This is an optimization exercise on Yosys and OpenROAD, whose aim is small area, a short achievable clock period and few clock cycles per item, not a production implementation.
No run shown here included a check of the RTL's function; only the layout flow was run.

## flow/design.v (module list and top-level ports; edited modules follow where they fit)
// module fadd_a: 50 lines
// module fadd_fc: 38 lines
// module fadd_s: 39 lines
// module fnorm: 23 lines
// module fmul_core: 32 lines
// module mul24x24: 410 lines
// module lfo_cmul: 179 lines
// module lfo_idx: 37 lines
// module lfo_ss: 24 lines
// module lfo_sintab: 267 lines
// module lfo_tick: 291 lines
module lfo_tick (
    input  wire        clk,
    input  wire        rst,
    input  wire        cmd_valid,
    output wire        cmd_ready,
    input  wire [1:0]  cmd_op,
    input  wire [31:0] cmd_arg,
    input  wire [31:0] cmd_x0,
    input  wire [31:0] cmd_x1,
    output reg         res_valid,
    output reg  [31:0] res_y0,
    output reg  [31:0] res_y1,
    output reg  [31:0] res_mult,
    output reg  [31:0] res_sins,
    output reg  [31:0] res_phase
);
  // ...
==> flow/flow/run.sh <==
#!/bin/bash
set -euo pipefail
MARGIN=$(cat flow/margin.txt)
bash standard.sh SETUP_SLACK_MARGIN=$MARGIN finish > layout.log 2>&1
==> flow/flow/margin.txt <==
13
==> flow/standard.sh <==
#!/bin/bash
# synth_recipe.tcl (not shown) runs the flow's synth.tcl, then flattens the netlist and writes it again
# the make line also repeats each setting of config.mk as NAME=value (left out here)
make -C /OpenROAD-flow-scripts/flow DESIGN_CONFIG=/design/flow/config.mk WORK_HOME=/design/flow/orfs CLKGATE_MAP_FILE= SYNTH_SCRIPT=/design/flow/synth_recipe.tcl "${@:-finish}"
==> flow/config.mk <==
export PLATFORM = sky130hd
export DESIGN_NAME = lfo_tick
export DESIGN_NICKNAME = lfo_tick
export VERILOG_FILES = /design/flow/design.v
export SDC_FILE = /design/flow/constraint.sdc
export NUM_CORES = 8
export LEC_CHECK = 0
export ABC_AREA = 1
export CAP_MARGIN = 20
export CORE_MARGIN = 2
export CORE_UTILIZATION = 30
export SLEW_MARGIN = 20
export SYNTH_MEMORY_MAX_BITS = 65536
==> flow/constraint.sdc <==
create_clock -name core_clock -period 24.0 [get_ports {clk}]
set_input_delay 4.8000 -clock core_clock [delete_from_list [all_inputs] [get_ports {clk}]]
set_output_delay 4.8000 -clock core_clock [all_outputs]
set_load 0.01 [all_outputs]
==> load_flow_metrics.sql, run 1 <==
INSERT INTO impl_metrics (metric_group, metric, value, unit) VALUES
('clocking', 'post_cts_hold_buffer_count', '0', ''),
('synthesis', 'synthCells', '20556', ''),
('floorplan', 'die_width', '677', 'microns'),
('setup_path', 'path_class', 'flip-flop to flip-flop', ''),
('cells_and_area', 'area_growth_syn_to_layout', '11.0', '%'),
('setup_path', 'largest_delay_share_family_worst_path', 'compound AO/OA/AOI/OAI gates', ''),
('global_route', 'track_usage', '0.244', ''),
('sta', 'setup_viol_count_final', '0', ''),
('global_route', 'grt_start_max_net_pins', '119', ''),
('synthesis', 'synth_xor_area_frac', '0.0868', ''),
('global_route', 'gr-max-usage-layer', 'met2', ''),
('clocking', 'total_setup_buffers_inserted_after_cts', '6', ''),
('clocking', 'clock_latency', '0.93', 'ns'),
('cells_and_area', 'nNetsFinal', '22041', ''),
('setup_path', 'rr_startpoint', 'm5[17]$_SDFF_PP0_', ''),
('setup_path', 'cp_data_required_time', '24.83', 'ns'),
('status', 'run_status', 'finished clean', ''),
('cells_and_area', 'regArea', '23100', 'sq um'),
('global_route', 'globalRouteMet2Util', '0.396', ''),
('synthesis', 'synth-compound-area-share', '0.182', ''),
('cells_and_area', 'multiInputCombCellCount', '15251', ''),
('sta', 'fmax', '96.1', 'MHz'),
('setup_path', 'setup.worst_path.start_class', 'flip-flop', ''),
('sta', 'slew-limit-headroom', '0.124', ''),
('cells_and_area', 'proportion_of_cell_area_occupied_by_multi_input_gates', '0.647', ''),
('clocking', 'postCtsResizedCells', '40', ''),
('global_route', 'grt_pass1_vias', '136026', ''),
('sta', 'finalClockSkew', '0.100', 'ns'),
('drt', 'route.vias.total', '141707', ''),
('setup_path', 'worstRegToRegCells', '38', ''),
('setup_path', 'worstPathBufferInverterCount', '5', ''),
('floorplan', 'core_region_area', '452000', 'sq um'),
('drt', 'vias_per_cell', '5.35', '');
==> run 2: changes to the inputs <==
==> flow/flow/margin.txt (replaced) <==
14.5
==> run 2 against run 1 <==
Effect of this change: still clean; critical path depth increased by 27; synthesized cell count is the same; cell count increased by 0.81%.
==> load_flow_metrics.sql, run 2 <==
INSERT INTO impl_metrics (metric_group, metric, value, unit) VALUES
('clocking', 'tritoncts_num_sinks', '1155', ''),
('setup_path', 'setup.worst_path.start_class', 'flip-flop', ''),
('setup_path', 'largest_delay_share_family_worst_path', 'simple AND/OR/NAND/NOR gates', ''),
('sta', 'fmax', '107', 'MHz'),
('synthesis', 'synthMostInstantiatedCell', 'nand2_1', ''),
('sta', 'worst_slew_pin_slew', '1.27', 'ns'),
('synthesis', 'yosys.area_share.simple', '0.248', ''),
('synthesis', 'avgSynthCellArea', '6.62', 'sq um'),
('setup_path', 'rr_startpoint', 'phase[29]$_SDFFE_PP0P_', ''),
('sta', 'finalClockSkew', '0.101', 'ns'),
('setup_path', 'crit_arrival', '10.20', 'ns'),
('drt', 'drtAntennaViolNets', '0', ''),
('cells_and_area', 'layout_commonest_cell', 'nand2_1', ''),
('drt', 'routed_wl', '592000', 'microns'),
('placement', 'detailedPlace.worstSlack', '9.78', 'ns'),
('clocking', 'cts.root.buffer_cell', 'clkbuf_16', ''),
('drt', 'drcViolationCount', '0', ''),
('floorplan', 'core_region_area', '452000', 'sq um'),
('sta', 'period_needed', '9.37', 'ns'),
('placement', 'gp_congestion', '1.01', ''),
('setup_path', 'critical_path.slowest_cell', 'a31oi_2', ''),
('sta', 'slew-limit-headroom', '0.146', ''),
('min_path', 'hp-start', 'ss4[11]$_DFF_P_', ''),
('min_path', 'hold-path-endpoint', 'ss5[11]$_DFF_P_', ''),
('setup_path', 'critPathMaxStageDelay', '0.83', 'ns'),
('sta', 'finalCritPeriodShare', '0.390', ''),
('global_route', 'grt_pass1_vias', '137369', ''),
('floorplan', 'initial_utilization', '0.301', ''),
('floorplan', 'design.portCount', '263', ''),
('synthesis', 'post_synth_fa_ha_maj_area_fraction', '0.192', ''),
('synthesis', 'synth_xor_area_frac', '0.0868', ''),
('clocking', 'ctsHtreeMaxLevel', '4', ''),
('clocking', 'total_clock_buffers_created_by_cts', '146', ''),
('drt', 'detail_route.iter0.violations', '14738', ''),
('global_route', 'grt_antenna_before_repair', '23', ''),
('sta', 'setup_viol_count_final', '0', ''),
('min_path', 'hold_path_class', 'flip-flop to flip-flop', ''),
('synthesis', 'post-synth-top-area-fraction', '0.170', ''),
('synthesis', 'netlist-cell-type-count', '94', ''),
('cells_and_area', 'regArea', '23200', 'sq um'),
('setup_path', 'worstPathBufferInverterCount', '13', ''),
('sta', 'fin_tns_setup', '0', 'ns'),
('global_route', 'grt_start_max_net_pins', '119', ''),
('drt', 'drt-wirelength-per-cell', '22.1', 'microns'),
('flow_run', 'max_capacitance_violation_count', '0', ''),
('drt', 'vias_per_cell', '5.36', ''),
('drt', 'drtPass1Iterations', '7', ''),
('synthesis', 'yosys-mux-area-fraction', '0.00449', ''),
('global_route', 'grt_first_pass_wirelength', '876000', 'microns'),
('global_route', 'gr-total-overflow', '0', ''),
('sta', 'rsz0062_at_grt', 'yes', ''),
('setup_path', 'crit_fanout', '9', ''),
('sta', 'report.final.slew_viol_count', '0', ''),
('synthesis', 'synth_async_sr_flop_share', '0', ''),
('setup_path', 'worstRegToRegCells', '65', ''),
('synthesis', 'ys.warnings.count', '5', ''),
('synthesis', 'netlist_top_cells_count', 'nand2_1 (4151), inv_1 (3071), nor2_1 (1891)', ''),
('cells_and_area', 'mostFrequentLayoutCells', 'nand2_1 (4096), inv_1 (3011), nor2_1 (1819), o21ai_0 (1416), xor2_1 (1176)', ''),
('cells_and_area', 'fillers', '49172', ''),
('cells_and_area', 'nNetsFinal', '22260', ''),
('cells_and_area', 'multi_input_logic_area', '99500', 'sq um'),
('synthesis', 'synth-compound-area-share', '0.182', ''),
('sta', 'final-hold-violation-count', '0', ''),
('clocking', 'clock_latency', '0.93', 'ns'),
('synthesis', 'largest_family_of_logic_cells_by_synthesized_area', 'simple AND/OR/NAND/NOR gates', ''),
('floorplan', 'floorplan.die_area', '459000', 'sq um'),
('synthesis', 'ys_seq_area_frac', '0.170', ''),
('placement', 'dp_hpwl', '450000', 'microns'),
('synthesis', 'synth.ff_latch_count', '1155', ''),
('synthesis', 'synth.largest_area_cell', 'dfxtp_1', ''),
('cells_and_area', 'area_growth_syn_to_layout', '14.0', '%'),
('synthesis', 'synthTopCellsByArea', 'dfxtp_1 (17%), fa_1 (13%), nand2_1 (11%)', ''),
('sta', 'layout_setup_ws', '14.63', 'ns'),
('clocking', 'clk_transition_reported_paths', '0.07', 'ns'),
('setup_path', 'cp-end-kind', 'flip-flop', ''),
('cells_and_area', 'fin_util', '0.343', ''),
('clocking', 'clock_tree_from_tritoncts', 'yes', ''),
('placement', 'portBuffers', '261', ''),
('setup_path', 'path_class', 'flip-flop to flip-flop', ''),
('clocking', 'clockBufferDepth', '4', ''),
('synthesis', 'synth-main-ff-cell', 'dfxtp_1', ''),
('floorplan', 'row_count', '247', ''),
('setup_path', 'cp_data_required_time', '24.83', 'ns'),
('status', 'run_status', 'finished clean', ''),
('min_path', 'min_delay_path_depth', '0', ''),
('setup_path', 'worst_r2r_endpoint', 'phase[14]$_SDFFE_PP0P_', ''),
('floorplan', 'die_y', '677', 'microns'),
('floorplan', 'die_width', '677', 'microns'),
('synthesis', 'post_synth_edffs', '0', ''),
('setup_path', 'path_common_cell', 'nand2_2', ''),
('global_route', 'track_usage', '0.246', ''),
('cells_and_area', 'post_layout_nonfiller_instances', '26714', ''),
('cells_and_area', 'drive_gt1_frac', '0.0797', ''),
('synthesis', 'post_synth_design_cell_area', '136000', 'sq um'),
('placement', 'numPlacedInstances', '26147', ''),
('synthesis', 'synthCells', '20556', ''),
('setup_path', 'reg2reg_slack', '14.63', 'ns'),
('drt', 'route.vias.total', '143155', '');
## run 2: worst register-to-register path, delay by kind of cell, from the launching register on
kind,cells,cell delay (ns)
AOI/OAI and AO/OA,13,2.48
buffers and inverters,13,1.45
DFF,1,0.61
adders and majority gates,3,1.02
xor gates and xnor gates,1,0.16
and+or+nand+nor,35,3.56
## run 2: routing by layer
| metal | global-route usage | vias up | wire, microns |
|---|---|---|---|
| met5 | 0 | - | 119 |
| met4 | 0.127 | 12 | 35000 |
| met3 | 0.0409 | 1508 | 46600 |
| met2 | 0.400 | 6708 | 268000 |
| met1 | 0.314 | 67784 | 242000 |
| li1 | - | 67143 | - |
## run 2: what timing repair did
action	in CTS	in global routing
hold endpoints to repair	0	0
cloned	29	8
setup buffers	116	132
setup endpoints to repair	208	179
pin swaps	53	128
resized for setup	293	476
hold buffers	0	0
## run 2: final cells by class
cell class              count  share of cell area
diodes                     22            0.000355
clock buffers             178              0.0260
clock inverters            80             0.00708
inverters                3247              0.0800
multi-input cells       15254               0.642
flip-flops and latches   1155               0.149
well taps                5976              0.0482
repair buffers            786              0.0465
repair inverters           16            0.000694
## run 2: stage by stage
stage | cell area [sq um] | hold slack (ns)
floorplan | 136000 | 0.310
global placement | 145000 | 0.310
detailed placement | 145000 | 0.312
CTS | 152000 | 0.311
global route | 155000 | 0.319
finish | 155000 | 0.311
## run 2: how the worst max path moves through the flow
stage / startpoint / to / cells after the start
after floorplan: phase[27]$_SDFFE_PP0P_ / n1[8]$_DFF_P_ / 50
after global placement: phase[27]$_SDFFE_PP0P_ / phase[4]$_SDFFE_PP0P_ / 70
after detailed placement: phase[27]$_SDFFE_PP0P_ / phase[8]$_SDFFE_PP0P_ / 70
after CTS: phase[27]$_SDFFE_PP0P_ / phase[10]$_SDFFE_PP0P_ / 75
after global routing: phase[27]$_SDFFE_PP0P_ / phase[20]$_SDFFE_PP0P_ / 78
final: phase[29]$_SDFFE_PP0P_ / phase[14]$_SDFFE_PP0P_ / 65
## run 2: cells by family after synthesis
| family | count (synthesis) |
|---|---|
| buffers and inverters | 4163 |
| and+or+nand+nor | 8028 |
| AOI/OAI and AO/OA | 4255 |
| DFF | 1155 |
| other | 2 |
| xor gates and xnor gates | 1339 |
| adders and majority gates | 1553 |
| muxes | 61 |

## afterwards: timing with drivers on the ports
No port has a modelled driver above. Below, the same layouts with a new extraction and two added sets of constraints. Step 1 assumes that a clkbuf_16 drives the clock port and a buf_2 every other input. Step 2 also shifts input and output timing later by t, the mid clock arrival at the registers, as if the neighbouring blocks saw the same clock. Slacks: no drivers / after step 1 / after step 2; pairs: no drivers / after step 1.
run | t (ns) | setup WS [ns] | worst register clock-pin slew, ns | worst data-port slew with drivers (ns) | cell pins on the clock port's net
run 1 | 0.994 | 13.594 / 13.594 / 13.594 | 0.09 / 0.09 | 0.10 | 1
run 2 | 0.988 | 14.634 / 14.634 / 14.634 | 0.09 / 0.09 | 0.10 | 1
After both steps every run listed still meets setup and hold.
